Source: an optimization exercise on an open RTL-to-GDS flow (aim: small area). Production flows keep margins and buffers that such runs may drop.
Only simulation tests tie the RTL to the original design; equivalence was not proved.
No activity file was given, so power comes from the tool's default toggle rates.

## rccap
module rccap (
  input  wire        clk,
  input  wire        rst,           
  input  wire        op_valid,
  input  wire [47:0] op,            
  output reg         res_valid,
  output reg  [31:0] res_a,
  output reg  [31:0] res_b,
  output reg         refused,
  output wire [31:0] act_steer,
  output wire [31:0] act_thr,
  output wire        mode_auto,
  output wire [2:0]  seq_phase,
  output wire        line_complete,
  output wire        ind_l,
  output wire        ind_r,
  output wire        bcn_r,
  output wire        bcn_b,
  output wire        bcn_3,
  output wire        srn_on,
  output wire [9:0]  srn_freq
);
  localparam [7:0] OP_TICK  = 8'h01, OP_RISE  = 8'h02, OP_FALL  = 8'h03,
                   OP_READ  = 8'h04, OP_MODE  = 8'h05, OP_MANT  = 8'h06,
                   OP_MANS  = 8'h07, OP_MAPDEV= 8'h08, OP_MAPSTOP = 8'h09,
                   OP_MAPUNR= 8'h0A, OP_MAPNONE = 8'h0B, OP_ACTWR = 8'h0C,
                   OP_FRAME = 8'h0D, OP_STEP  = 8'h0E, OP_RESET = 8'h0F,
                   OP_BYTE  = 8'h10, OP_TAKE  = 8'h11, OP_IND   = 8'h12,
                   OP_BCN   = 8'h13, OP_SRN   = 8'h14;
  localparam [31:0] NEUTRAL = 32'd1500;
  localparam [1:0]  IND_KEEP = 2'd0, IND_OFF = 2'd1, IND_RUN = 2'd2;
  reg [31:0] now;
  reg [31:0] start [0:4];           
  reg [4:0]  armed;
  reg [31:0] width [0:4];           
  reg [4:0]  wv;
  reg        w0_lo, w0_hi;           
  reg        w1_lo, w1_hi;           
  reg        w2_gt, w3_gt, w4_gt;    
  reg        mode;
  reg [10:0] cmd_steer;
  reg [9:0]  cmd_thr;               
  reg        cmd_issue;
  reg [1:0]  cmd_ind;
  reg [10:0] act0;
  reg [9:0]  act1;
  reg [2:0]  seq;
  reg        complete;
  reg        ind_inhibit, ind_l_q, ind_r_q;
  reg [31:0] t_l, t_r, t_b, t_s;    
  reg [3:0]  tv;                    
  reg        bcn_phase, bcn_on;       
  reg        srn_on_q, srn_dir;
  reg [9:1]  srn_f;                 
  reg [2:0]  rsel;                  
  wire [7:0]  opc = op[47:40];
  wire [7:0]  arg = op[39:32];
  wire [31:0] imm = op[31:0];
  ...
Size in the first run: about 1900 cells after synthesis, about 200 I/O pins, roughly 25000 um2 of cells after synthesis.
==> flow/config.mk <==
export PLATFORM = sky130hd
export DESIGN_NAME = rccap
export DESIGN_NICKNAME = rccap
export VERILOG_FILES = /design/flow/design.v
export SDC_FILE = /design/flow/constraint.sdc
export NUM_CORES = 4
export LEC_CHECK = 0
export CAP_MARGIN = 5
export CORE_MARGIN = 2
export CORE_UTILIZATION = 65
export SLEW_MARGIN = 5
==> flow/constraint.sdc <==
create_clock -name core_clock -period 100.0 [get_ports {clk}]
set_input_delay 20.0000 -clock core_clock [delete_from_list [all_inputs] [get_ports {clk}]]
set_output_delay 20.0000 -clock core_clock [all_outputs]
set_load 0.01 [all_outputs]
standard.sh (not shown) runs the stock make flow with config.mk's settings and CLKGATE_MAP_FILE= SYNTH_SCRIPT=/design/flow/synth_recipe.tcl, a recipe that flattens the netlist after the stock synthesis.
==> flow/flow/run.sh <==
#!/bin/bash
# Layout: the standard flow (standard.sh), with
#  - synthesis mapped by ABC with an area-oriented script (flow/my_synth.tcl),
#  - port buffers of the smallest buffer cell,
#  - a clock tree of small clock buffers in larger clusters, without dummy loads,
#  - one tie cell per constant instead of one per constant output.
# Every tool's output goes to the ORFS logs under orfs/logs; make's own
# output goes to standard.log.
set -euo pipefail
HERE=$(pwd)
bash standard.sh finish \
  SYNTH_SCRIPT="$HERE/flow/my_synth.tcl" \
  BUFFER_PORTS_ARGS="-buffer_cell sky130_fd_sc_hd__buf_1" \
  SKIP_REPAIR_TIE_FANOUT=1 \
  CTS_ARGS="-sink_clustering_enable -repair_clock_nets -dont_use_dummy_load -buf_list {sky130_fd_sc_hd__clkbuf_4 sky130_fd_sc_hd__clkbuf_8} -sink_clustering_size 15 -sink_clustering_max_diameter 60" \
  > standard.log 2>&1
==> flow/flow/abc_area.script <==
strash; ifraig; dc2; dch -f; amap; topo
==> flow/flow/my_synth.tcl <==
# The standard flow's synthesis script with one change: ABC maps the logic with an
# area-oriented script (flow/abc_area.script).  Registers are untouched by ABC.
proc synth {args} { yosys synth -nofsm -noshare {*}$args }
set ::my_abc_script [file join [file dirname [file normalize [info script]]] abc_area.script]
proc abc {args} {
  set i [lsearch $args -script]
  if {$i >= 0} { lset args [expr {$i + 1}] $::my_abc_script }
  yosys abc {*}$args
}
source $::env(SCRIPTS_DIR)/synth.tcl
# left out here: clear keep_hierarchy, flatten, clean up, hide names made inside functions, write 1_2_yosys.v
Rerun with:
--- a/flow/design.v
+++ b/flow/design.v
@@ -211,17 +211,17 @@
   reg [1:0]  cmd_ind;
   reg [10:0] act0;
   reg [9:0]  act1;
   reg [2:0]  seq;
   reg        complete;
   reg        ind_inhibit, ind_l_q, ind_r_q;
   reg [31:0] t_l, t_r, t_b, t_s;    
   reg [3:0]  tv;                    
-  reg        bcn_phase, bcn_on;       
+  reg        bcn_phase, bcn_r_q, bcn_b_q;
   reg        srn_on_q, srn_dir;
   reg [9:1]  srn_f;                 
   reg [2:0]  rsel;                  
   wire [7:0]  opc = op[47:40];
   wire [7:0]  arg = op[39:32];
   wire [31:0] imm = op[31:0];
   wire [2:0]  ch  = arg[2:0];
   wire arg0 = (arg == 8'd0);
@@ -420,17 +420,18 @@
       act0        <= 11'd1500;
       act1        <= 10'd476;
       seq         <= 3'd0;
       complete    <= 1'b0;
       ind_inhibit <= 1'b0;
       ind_l_q     <= 1'b0;
       ind_r_q     <= 1'b0;
       bcn_phase   <= 1'b0;
-      bcn_on      <= 1'b0;
+      bcn_r_q     <= 1'b0;
+      bcn_b_q     <= 1'b0;
       srn_on_q    <= 1'b0;
       srn_dir     <= 1'b0;
       srn_f       <= 9'd250;
     end else if (op_valid && !well_formed) begin
       refused <= 1'b1;
     end else if (act) begin
       if (step)
         seq <= (seq == 3'd6) ? 3'd0 : seq + 3'd1;
@@ -477,20 +478,29 @@
             tv[1]   <= 1'b1;
           end
         end else begin
           ind_l_q <= 1'b0;
           ind_r_q <= 1'b0;
         end
       end
       if (e_bcn) begin
-        bcn_on <= wv[3] && w3_gt;
-        if (wv[3] && w3_gt && ge_beacon) begin
-          bcn_phase <= !bcn_phase;
-          tv[2]     <= 1'b1;
+        if (wv[3] && w3_gt) begin
+          if (ge_beacon) begin
+            bcn_phase <= !bcn_phase;
+            tv[2]     <= 1'b1;
+            bcn_r_q   <= bcn_phase;
+            bcn_b_q   <= !bcn_phase;
+          end else begin
+            bcn_r_q   <= !bcn_phase;
+            bcn_b_q   <= bcn_phase;
+          end
+        end else begin
+          bcn_r_q <= 1'b0;
+          bcn_b_q <= 1'b0;
         end
       end
       if (e_srn) begin
         if (wv[4] && w4_gt) begin
           srn_on_q <= 1'b1;
           if (ge_siren) begin
             tv[3] <= 1'b1;
             srn_f <= srn_n;
@@ -522,18 +532,18 @@
   end
   assign act_steer     = {21'd0, act0};
   assign act_thr       = {21'd0, 1'b1, act1};
   assign mode_auto     = mode;
   assign seq_phase     = seq;
   assign line_complete = complete;
   assign ind_l         = ind_l_q;
   assign ind_r         = ind_r_q;
-  assign bcn_r         = bcn_on && !bcn_phase;
-  assign bcn_b         = bcn_on &&  bcn_phase;
+  assign bcn_r         = bcn_r_q;
+  assign bcn_b         = bcn_b_q;
   assign bcn_3         = 1'b0;
   assign srn_on        = srn_on_q;
   assign srn_freq      = {srn_f, 1'b0};
 endmodule
 module rccap_cmp #(
   parameter N = 32
 ) (
   input  wire [N-1:0] a,
Wire length rose slightly.
Hold slack got worse by 3.4 ps.
Core utilization grows by 0.34 points.
Cell count rose slightly.
Final area went up slightly.
Non-clock buffer count rose by 9.
Total power barely changes.
Clock-buffer cell count does not change.
Die area rose slightly.

## what the ideal ports hide
In the flow no input, the clock included, has a driving cell. The finished layouts below were timed again as built, in two steps.
Step 1 (the two cells are an assumption about what drives the block):
set clk [get_ports {clk}]
set_driving_cell -lib_cell sky130_fd_sc_hd__clkbuf_16 $clk
set_driving_cell -lib_cell sky130_fd_sc_hd__buf_2 [delete_from_list [all_inputs] $clk]
Step 2 adds t to the input delays and takes it off the output delays; t is the mean of the earliest and latest rising clock arrival at the registers after step 1. Input paths then give back, and output paths get back, about the clock's delay inside the block.
Slacks: no drivers / after step 1 / after step 2; pairs: no drivers / after step 1.
run	shift t [ns]	slack for setup (ns)	pins driven straight from the clock port
the first run	0.678	65.188 / 65.216 / 64.537	1
the second run	0.675	64.854 / 64.881 / 64.206	1
After both steps every run listed still meets setup and hold. The setup slack of the first run, which loses most, moves by +0.028 ns with the drivers and by -0.651 ns with both steps.
